This design comes from an exercise in tuning for small area on the open sky130 flow, not from production work.
In this exercise RTL edits were held to simulation tests only and were not proved equivalent to the original.
Power and IR drop assume default switching activity.

==> flow/design.v <==
module trinket_core (
    input  wire        clk,
    input  wire        rst,           
    input  wire        cmd_valid,
    input  wire [2:0]  cmd_op,
    input  wire [15:0] cmd_arg,
    output wire        cmd_ready,
    output wire [15:0] imem_addr,
    input  wire [15:0] imem_rdata,
    output wire [15:0] dmem_addr,
    output wire        dmem_we,
    output wire [15:0] dmem_wdata,
    input  wire [15:0] dmem_rdata,
    input  wire [2:0]  dbg_sel,
    output wire [15:0] dbg_data,
    output wire [15:0] pc_out,
    output wire        bp_hit
);
    localparam CMD_STEP   = 3'd0;
    localparam CMD_RUN    = 3'd1;
    localparam CMD_SETPC  = 3'd2;
    localparam CMD_ADDBP  = 3'd3;
    localparam CMD_DELBP  = 3'd4;
    localparam CMD_CLRREG = 3'd5;
    localparam OP_ADD  = 3'd0;
    localparam OP_ADDI = 3'd1;
    localparam OP_NAND = 3'd2;
    localparam OP_LUI  = 3'd3;
    localparam OP_SW   = 3'd4;
    localparam OP_LW   = 3'd5;
    localparam OP_BEQ  = 3'd6;
    localparam OP_JALR = 3'd7;
    localparam S_IDLE = 4'd0;    
    localparam S_CLR  = 4'd1;    
    localparam S_LDT  = 4'd2;    
    localparam S_ADD1 = 4'd3;    
    localparam S_ADD2 = 4'd4;    
    localparam S_DEL  = 4'd5;    
    localparam S_DEC  = 4'd6;    
    localparam S_EX1  = 4'd7;    
    localparam S_JAL2 = 4'd8;    
    localparam S_MEM  = 4'd9;    
    localparam S_LWWR = 4'd10;   
    localparam S_PC   = 4'd11;   
    localparam S_PL   = 4'd12;   
    localparam S_BPC  = 4'd13;   
    reg  [5:0]   ph;
    reg  [3:0]   st;
    reg          arm;        
    reg          c;          
    reg          f;          
    reg          g;          
    reg          tk;         
    reg          rb;         
    reg          hit;
    reg  [3:0]   bpv;
    reg  [111:0] xs;         
    reg  [63:0]  bp;         
    reg  [15:0]  pc;
    reg  [15:0]  A;
    reg  [15:0]  T;
    wire [3:0] p    = ph[3:0];
    wire       p0   = (p == 4'd0);
    wire       p15  = (p == 4'd15);
    wire       ph63 = (ph == 6'd63);
    wire [1:0] slot = ph[5:4];
    wire       idle = (st == S_IDLE);
    wire [15:0] instr  = imem_rdata;
    wire [2:0]  opcode = instr[15:13];
    wire [2:0]  ra     = instr[12:10];
    wire [2:0]  rb_    = instr[9:7];
    wire [2:0]  rc     = instr[2:0];
    wire [15:0] xr [0:7];
    genvar gi;
    generate
        assign xr[0] = 16'd0;
        for (gi = 1; gi < 8; gi = gi + 1) begin : g_xr
            assign xr[gi] = xs[16*gi-1 -: 16];
        end
    endgenerate
    wire [2:0]  sel1 = idle ? dbg_sel : (opcode[2] ? ra : rc);
    wire [15:0] m    = xr[sel1];
    wire [31:0] mm   = {m, m} << p;
    wire        x1s  = m[0];
    wire [15:0] mb   = xr[rb_];
    wire        x2s  = mb[0];
    wire        is_lui = (opcode == OP_LUI);
    wire [15:0] immv   = is_lui ? {instr[9:0], 6'd0} : {9'd0, instr[6:0]};
    wire        imm_s  = immv[p];
    wire        pc_s   = pc[p];
    wire        rd_s   = dmem_rdata[p];
    reg  oa, ob, cin0;
    reg  xwe, xclr, wbit;
    reg  aen, ain;
    reg  tin;
    reg  bpin;
    reg  d;               
    wire ci = p0 ? cin0 : c;
    wire s  = oa ^ ob ^ ci;
    wire co = (oa & ob) | (ci & (oa ^ ob));
    wire match = ~(f | d);           
    wire bpv_j = bpv[slot];
    wire add_wr = ~g & ~bpv_j;       
    always @(*) begin
        oa = 1'b0; ob = 1'b0; cin0 = 1'b0;
        xwe = 1'b0; xclr = 1'b0; wbit = 1'b0;
        aen = 1'b0; ain = A[0];
        tin = T[0];
        bpin = bp[0];
        d = 1'b0;
        case (st)
            S_CLR: if (arm) begin
                xclr = 1'b1;
                aen  = 1'b1;
                ain  = 1'b0;
            end
            S_LDT: if (arm) begin
                aen = 1'b1;
                tin = A[0];
            end
            S_ADD1, S_DEL: if (arm) begin
                aen = 1'b1;
                d   = A[0] ^ bp[0];
            end
            S_ADD2: begin
                aen = 1'b1;
                if (add_wr) bpin = A[0];
            end
            S_DEC: begin
                oa = T[0]; ob = 1'b1;
                tin = s;
            end
            S_EX1: case (opcode)
                OP_ADD:  begin oa = x2s; ob = x1s; xwe = 1'b1; wbit = s; end
                OP_ADDI: begin oa = x2s; ob = imm_s; xwe = 1'b1; wbit = s; end
                OP_NAND: begin xwe = 1'b1; wbit = ~(x2s & x1s); end
                OP_LUI:  begin xwe = 1'b1; wbit = imm_s; end
                OP_SW, OP_LW: begin oa = x2s; ob = imm_s; aen = 1'b1; ain = s; end
                OP_BEQ:  d = x1s ^ x2s;
                OP_JALR: begin oa = pc_s; cin0 = 1'b1; xwe = 1'b1; wbit = s; end
            endcase
            S_JAL2: begin aen = 1'b1; ain = x2s; end
            S_LWWR: begin xwe = 1'b1; wbit = rd_s; end
            S_PC: begin
                oa = pc_s; ob = g & imm_s; cin0 = 1'b1;
                aen = 1'b1; ain = s;
            end
            S_BPC: d = pc_s ^ bp[0];
            default: ;
        endcase
    end
    wire a_sh   = ~idle & aen;
    wire a_hold = ~idle & ~aen;
    integer r;
    always @(posedge clk) begin
        for (r = 1; r < 8; r = r + 1)
            xs[16*r-1 -: 16] <= {(xclr ? 1'b0 : (xwe && ra == r) ? wbit : xs[16*r-16]),
                                 xs[16*r-1 -: 15]};
        bp <= {bpin, bp[63:1]};
        T  <= {tin, T[15:1]};
        c  <= co;
        f  <= p15 ? 1'b0 : (f | d);
        A <= ({16{idle}} & cmd_arg) | ({16{a_sh}} & {ain, A[15:1]}) | ({16{a_hold}} & A);
        if (st == S_PL) pc <= A;
        if (rst) begin
            ph  <= 6'd0;
            st  <= S_CLR;
            arm <= 1'b0;
            tk  <= 1'b0;
            hit <= 1'b0;
            bpv <= 4'd0;
        end else begin
            ph  <= ph + 6'd1;
            if (idle)
                arm <= 1'b0;
            else if (p15 && (ph63 || !(st == S_ADD1 || st == S_DEL)))
                arm <= 1'b1;
            case (st)
                S_IDLE: if (cmd_valid) begin
                    tk <= (cmd_op == CMD_STEP) || (cmd_op == CMD_RUN);
                    rb <= (cmd_op == CMD_RUN);
                    g  <= 1'b0;
                    case (cmd_op)
                        CMD_STEP, CMD_RUN: begin hit <= 1'b0; st <= S_LDT; end
                        CMD_SETPC:  st <= S_PL;
                        CMD_ADDBP:  st <= S_ADD1;
                        CMD_DELBP:  st <= S_DEL;
                        CMD_CLRREG: st <= S_CLR;
                        default: ;
                    endcase
                end
                S_CLR:  if (arm && p15) st <= S_PL;
                S_LDT:  if (arm && p15) st <= S_DEC;
                S_ADD1: begin
                    if (arm && p15 && bpv_j && match) g <= 1'b1;
                    if (arm && ph63) st <= S_ADD2;
                end
                S_ADD2: begin
                    if (p15 && add_wr) begin
                        bpv[slot] <= 1'b1;
                        g <= 1'b1;
                    end
                    if (ph63) st <= S_IDLE;
                end
                S_DEL: begin
                    if (arm && p15 && match) bpv[slot] <= 1'b0;
                    if (arm && ph63) st <= S_IDLE;
                end
                S_DEC:  if (p15) st <= co ? S_EX1 : S_IDLE;
                S_EX1:  if (p15) begin
                    g <= (opcode == OP_BEQ) ? match : (opcode == OP_LW);
                    case (opcode)
                        OP_JALR:      st <= S_JAL2;
                        OP_SW, OP_LW: st <= S_MEM;
                        default:      st <= S_PC;
                    endcase
                end
                S_JAL2: if (p15) st <= S_PL;
                S_MEM:  if (p15) st <= g ? S_LWWR : S_PC;
                S_LWWR: if (p15) begin g <= 1'b0; st <= S_PC; end
                S_PC:   if (p15) st <= S_PL;
                S_PL: begin
                    if (!tk)                  st <= S_IDLE;
                    else if (!rb && p15)      st <= S_DEC;
                    else if (rb && ph63)      st <= S_BPC;
                end
                S_BPC: begin
                    if (p15 && bpv_j && match) hit <= 1'b1;
                    if (ph63) st <= (hit || (bpv_j && match)) ? S_IDLE : S_DEC;
                end
                default: st <= S_IDLE;
            endcase
        end
    end
    assign cmd_ready  = idle;
    assign imem_addr  = pc;
    assign pc_out     = pc;
    assign dmem_addr  = A;
    assign dmem_we    = (st == S_MEM) && p0 && !g && (A[15:13] != 3'b000);
    assign dbg_data   = mm[31:16];
    assign dmem_wdata = mm[31:16];
    assign bp_hit     = hit;
endmodule
export LEC_CHECK = 0
export CAP_MARGIN = 20
export CORE_MARGIN = 2
export CORE_UTILIZATION = 60
export PLACE_DENSITY = 0.75
export SLEW_MARGIN = 20
create_clock -name core_clock -period 10.0 [get_ports {clk}]
standard.sh (not shown) runs the stock make flow with config.mk's settings and CLKGATE_MAP_FILE= SYNTH_SCRIPT=/design/flow/synth_recipe.tcl, a recipe that flattens the netlist after the stock synthesis.
==> flow/flow/run.sh <==
#!/bin/bash
# Own layout flow:
#  1. the standard synthesis (standard.sh synth), unchanged;
#  2. its combinational logic re-mapped for area with a deeper ABC script; every
#     flip-flop instance of step 1 is kept as it is (same cells, same names);
#  3. the standard ORFS flow from floorplan to finish on that netlist, with
#     buf_1 port buffers and a clock tree of clkbuf_4 cells.
# Each tool writes its full output to a log file in this folder.
set -euo pipefail
HERE=$(pwd)
LIB=$FLOW_HOME/platforms/$FLOW_PLATFORM/lib/sky130_fd_sc_hd__tt_025C_1v80.lib
RES=$HERE/orfs/results/$FLOW_PLATFORM/trinket_core/base
YOSYS=$FLOW_HOME/../tools/install/yosys/bin/yosys
[[ -x $YOSYS ]] || YOSYS=yosys

bash standard.sh synth > log_1_standard_synth.log 2>&1
cp "$RES/1_2_yosys.v" "$HERE/standard_synth.v"

python3 flow/gen_models.py "$LIB" "$HERE/cell_models.v" > log_2_gen_models.log 2>&1
DU=$(sed -n '/^export DONT_USE_CELLS/,/^#/p' "$FLOW_HOME/platforms/$FLOW_PLATFORM/config.mk" \
     | grep -o 'sky130_fd_sc_hd__[a-z0-9_]*' | sed 's/^/-dont_use /' | tr '\n' ' ')
cat > remap.ys <<EOT
read_liberty -lib $LIB
read_verilog -overwrite $HERE/cell_models.v
read_verilog $HERE/standard_synth.v
hierarchy -top $FLOW_TOP
flatten
simplemap
opt -purge
opt_clean -purge
abc -liberty $LIB $DU -script $HERE/flow/deep.abc
splitnets
opt_clean -purge
hilomap -singleton -hicell sky130_fd_sc_hd__conb_1 HI -locell sky130_fd_sc_hd__conb_1 LO
insbuf -buf sky130_fd_sc_hd__buf_4 A X
check
stat -liberty $LIB
write_verilog -noattr -nohex -nodec $HERE/remapped.v
EOT
$YOSYS -s remap.ys > log_3_remap_yosys.log 2>&1
cp "$HERE/remapped.v" "$RES/1_2_yosys.v"
rm -f "$RES/1_synth.odb"

bash standard.sh \
  "BUFFER_PORTS_ARGS=-buffer_cell sky130_fd_sc_hd__buf_1" \
  "CTS_ARGS=-sink_clustering_enable -repair_clock_nets -buf_list sky130_fd_sc_hd__clkbuf_4 -sink_clustering_size 10 -sink_clustering_max_diameter 30 -dont_use_dummy_load" \
  finish > log_4_finish.log 2>&1
==> flow/flow/deep.abc <==
strash
&get -n
&deepsyn -T 60
&put
dch -f
map -a
topo
Other scripts of this flow, unchanged in this note and not shown: flow/flow/gen_models.py
The first run finished with timing, DRC and antenna clean.
Change:
--- a/flow/flow/run.sh
+++ b/flow/flow/run.sh
@@ -3,3 +3,4 @@
 #  1. the standard synthesis (standard.sh synth), unchanged;
-#  2. its combinational logic re-mapped for area with a deeper ABC script; every
+#  2. its combinational logic re-mapped for area with a deeper ABC script (four
+#     search seeds in parallel, the smallest result kept); every
 #     flip-flop instance of step 1 is kept as it is (same cells, same names);
@@ -21,3 +22,6 @@
      | grep -o 'sky130_fd_sc_hd__[a-z0-9_]*' | sed 's/^/-dont_use /' | tr '\n' ' ')
-cat > remap.ys <<EOT
+# Re-map with four seeds of the ABC search in parallel; keep the smallest result.
+for S in 0 1 2 3; do
+  sed "s/&deepsyn -T 120/\&deepsyn -T 120 -S $S/" flow/deep.abc > deep_s$S.abc
+  cat > remap_s$S.ys <<EOT
 read_liberty -lib $LIB
@@ -30,3 +34,3 @@
 opt_clean -purge
-abc -liberty $LIB $DU -script $HERE/flow/deep.abc
+abc -liberty $LIB $DU -script $HERE/deep_s$S.abc
 splitnets
@@ -36,6 +40,17 @@
 check
-stat -liberty $LIB
-write_verilog -noattr -nohex -nodec $HERE/remapped.v
+tee -o $HERE/remap_s$S.stat stat -liberty $LIB
+write_verilog -noattr -nohex -nodec $HERE/remapped_s$S.v
 EOT
-$YOSYS -s remap.ys > log_3_remap_yosys.log 2>&1
+  $YOSYS -s remap_s$S.ys > log_3_remap_yosys_s$S.log 2>&1 &
+done
+wait
+BEST=$(for S in 0 1 2 3; do
+  if [[ -s remapped_s$S.v && -s remap_s$S.stat ]]; then
+    a=$(grep -o "Chip area for module .* [0-9.]*" remap_s$S.stat | grep -o "[0-9.]*$" || true)
+    [[ -n "$a" ]] && echo "$a $S"
+  fi
+done | sort -n | head -1 | cut -d' ' -f2)
+echo "best seed $BEST" > log_3_remap_choice.log
+for S in 0 1 2 3; do grep "Chip area" remap_s$S.stat >> log_3_remap_choice.log || true; done
+cp "$HERE/remapped_s$BEST.v" "$HERE/remapped.v"
 cp "$HERE/remapped.v" "$RES/1_2_yosys.v"
==> flow/flow/deep.abc (replaced) <==
strash
&get -n
&deepsyn -T 120
&put
&get -n
&dch -f
&nf -R 1000 -p -F 10 -C 32
&put
topo
Settings changed: CAP_MARGIN 20 to 0, CORE_UTILIZATION 60 to 70, PLACE_DENSITY 0.75 to 0.8, SLEW_MARGIN 20 to 0.
The changed run ran to the end with no violations.
Synthesized cell count decreases by 12%.
Sequential share of layout area climbs by 1.8 points.
Setup slack improves by 0.0058 ns.
Die area came out lower by 16%.
Sequential power is about the same.
Clock power drops by about 2%.
Change:
==> flow/flow/run.sh (replaced) <==
#!/bin/bash
# Own layout flow:
#  1. the standard synthesis (standard.sh synth), unchanged;
#  2. its combinational logic re-mapped for area with a deeper ABC script; every
#     flip-flop instance of step 1 is kept as it is (same cells, same names);
#  3. the standard ORFS flow from floorplan to finish on that netlist, with
#     buf_1 port buffers and a clock tree of clkbuf_4 cells.
# Each tool writes its full output to a log file in this folder.
set -euo pipefail
HERE=$(pwd)
LIB=$FLOW_HOME/platforms/$FLOW_PLATFORM/lib/sky130_fd_sc_hd__tt_025C_1v80.lib
RES=$HERE/orfs/results/$FLOW_PLATFORM/trinket_core/base
YOSYS=$FLOW_HOME/../tools/install/yosys/bin/yosys
[[ -x $YOSYS ]] || YOSYS=yosys

bash standard.sh synth > log_1_standard_synth.log 2>&1
cp "$RES/1_2_yosys.v" "$HERE/standard_synth.v"

python3 flow/gen_models.py "$LIB" "$HERE/cell_models.v" > log_2_gen_models.log 2>&1
DU=$(sed -n '/^export DONT_USE_CELLS/,/^#/p' "$FLOW_HOME/platforms/$FLOW_PLATFORM/config.mk" \
     | grep -o 'sky130_fd_sc_hd__[a-z0-9_]*' | sed 's/^/-dont_use /' | tr '\n' ' ')
cat > remap.ys <<EOT
read_liberty -lib $LIB
read_verilog -overwrite $HERE/cell_models.v
read_verilog $HERE/standard_synth.v
hierarchy -top $FLOW_TOP
flatten
simplemap
opt -purge
opt_clean -purge
abc -liberty $LIB $DU -script $HERE/flow/deep.abc
splitnets
opt_clean -purge
hilomap -singleton -hicell sky130_fd_sc_hd__conb_1 HI -locell sky130_fd_sc_hd__conb_1 LO
insbuf -buf sky130_fd_sc_hd__buf_4 A X
check
stat -liberty $LIB
write_verilog -noattr -nohex -nodec $HERE/remapped.v
EOT
$YOSYS -s remap.ys > log_3_remap_yosys.log 2>&1
cp "$HERE/remapped.v" "$RES/1_2_yosys.v"
rm -f "$RES/1_synth.odb"

bash standard.sh \
  "BUFFER_PORTS_ARGS=-buffer_cell sky130_fd_sc_hd__buf_1" \
  "CTS_ARGS=-sink_clustering_enable -repair_clock_nets -buf_list \"sky130_fd_sc_hd__clkbuf_4 sky130_fd_sc_hd__clkbuf_8\" -sink_clustering_size 14 -sink_clustering_max_diameter 30 -dont_use_dummy_load" \
  finish > log_4_finish.log 2>&1
Settings changed: CAP_MARGIN 0 to 20, SLEW_MARGIN 0 to 20.
The new run failed in 4_1_cts with STA-0564.
Synthesized area does not change.
Synthesized cell count is unchanged.
Change:
--- a/flow/flow/run.sh
+++ b/flow/flow/run.sh
@@ -45,3 +45,3 @@
   "BUFFER_PORTS_ARGS=-buffer_cell sky130_fd_sc_hd__buf_1" \
-  "CTS_ARGS=-sink_clustering_enable -repair_clock_nets -buf_list \"sky130_fd_sc_hd__clkbuf_4 sky130_fd_sc_hd__clkbuf_8\" -sink_clustering_size 14 -sink_clustering_max_diameter 30 -dont_use_dummy_load" \
+  "CTS_ARGS=-sink_clustering_enable -repair_clock_nets -buf_list sky130_fd_sc_hd__clkbuf_4 -sink_clustering_size 10 -sink_clustering_max_diameter 30 -dont_use_dummy_load" \
   finish > log_4_finish.log 2>&1
Settings changed: CORE_UTILIZATION 70 to 60, PLACE_DENSITY 0.8 to 0.75.
After rerunning: The changed run finished clean; synthesized cell count does not change; area after synthesis does not change.
Change:
--- a/flow/flow/run.sh
+++ b/flow/flow/run.sh
@@ -3,3 +3,4 @@
 #  1. the standard synthesis (standard.sh synth), unchanged;
-#  2. its combinational logic re-mapped for area with a deeper ABC script; every
+#  2. its combinational logic re-mapped for area with a deeper ABC script (four
+#     search seeds in parallel, the smallest result kept); every
 #     flip-flop instance of step 1 is kept as it is (same cells, same names);
@@ -21,3 +22,6 @@
      | grep -o 'sky130_fd_sc_hd__[a-z0-9_]*' | sed 's/^/-dont_use /' | tr '\n' ' ')
-cat > remap.ys <<EOT
+# Re-map with four seeds of the ABC search in parallel; keep the smallest result.
+for S in 0 1 2 3; do
+  sed "s/&deepsyn -T 120/\&deepsyn -T 120 -S $S/" flow/deep.abc > deep_s$S.abc
+  cat > remap_s$S.ys <<EOT
 read_liberty -lib $LIB
@@ -30,3 +34,3 @@
 opt_clean -purge
-abc -liberty $LIB $DU -script $HERE/flow/deep.abc
+abc -liberty $LIB $DU -script $HERE/deep_s$S.abc
 splitnets
@@ -36,6 +40,17 @@
 check
-stat -liberty $LIB
-write_verilog -noattr -nohex -nodec $HERE/remapped.v
+tee -o $HERE/remap_s$S.stat stat -liberty $LIB
+write_verilog -noattr -nohex -nodec $HERE/remapped_s$S.v
 EOT
-$YOSYS -s remap.ys > log_3_remap_yosys.log 2>&1
+  $YOSYS -s remap_s$S.ys > log_3_remap_yosys_s$S.log 2>&1 &
+done
+wait
+BEST=$(for S in 0 1 2 3; do
+  if [[ -s remapped_s$S.v && -s remap_s$S.stat ]]; then
+    a=$(grep -o "Chip area for module .* [0-9.]*" remap_s$S.stat | grep -o "[0-9.]*$" || true)
+    [[ -n "$a" ]] && echo "$a $S"
+  fi
+done | sort -n | head -1 | cut -d' ' -f2)
+echo "best seed $BEST" > log_3_remap_choice.log
+for S in 0 1 2 3; do grep "Chip area" remap_s$S.stat >> log_3_remap_choice.log || true; done
+cp "$HERE/remapped_s$BEST.v" "$HERE/remapped.v"
 cp "$HERE/remapped.v" "$RES/1_2_yosys.v"
Settings changed: CORE_UTILIZATION 60 to 75, PLACE_DENSITY 0.75 to 0.84.
The new run completed with no timing, DRC or antenna violations.
Via count climbs by 3.1%.
Total power drops by about 2%.
Maximum frequency climbs by 3.4%.
Design area drops by 0.88%.
Global-route usage climbs by 7.7 points.

[re-timing with driven ports]
In the flow no input, the clock included, has a driving cell. The finished layouts below were timed again as built, in two steps.
Step 1 sets driving cells, clkbuf_16 on the clock port and buf_2 on the other inputs (assumed; they add their load-dependent delay and slew).
Step 2 moves the port delays by t, midway between the first and last clock arrival at a register: inputs arrive t later, outputs are due t later. That takes back most of the time a late clock gives input paths.
Three values: ideal ports, drivers, drivers and shift; two values: the first two.
run | t, ns | slack for setup (ns) | slew at the worst register clock pin (ns)
the first run | 0.636 | 2.047 / 2.009 / 2.056 | 0.10 / 0.10
the second run | 0.599 | 2.053 / 2.022 / 2.022 | 0.10 / 0.10
the fourth run | 0.633 | 2.157 / 2.114 / 2.114 | 0.10 / 0.10
the fifth run | 0.606 | 2.411 / 2.378 / 2.378 | 0.11 / 0.11
After both steps every run listed still meets setup and hold. For the fourth run, which loses most, drivers alone change the setup slack by -0.043 ns; drivers and shift together by -0.043 ns.
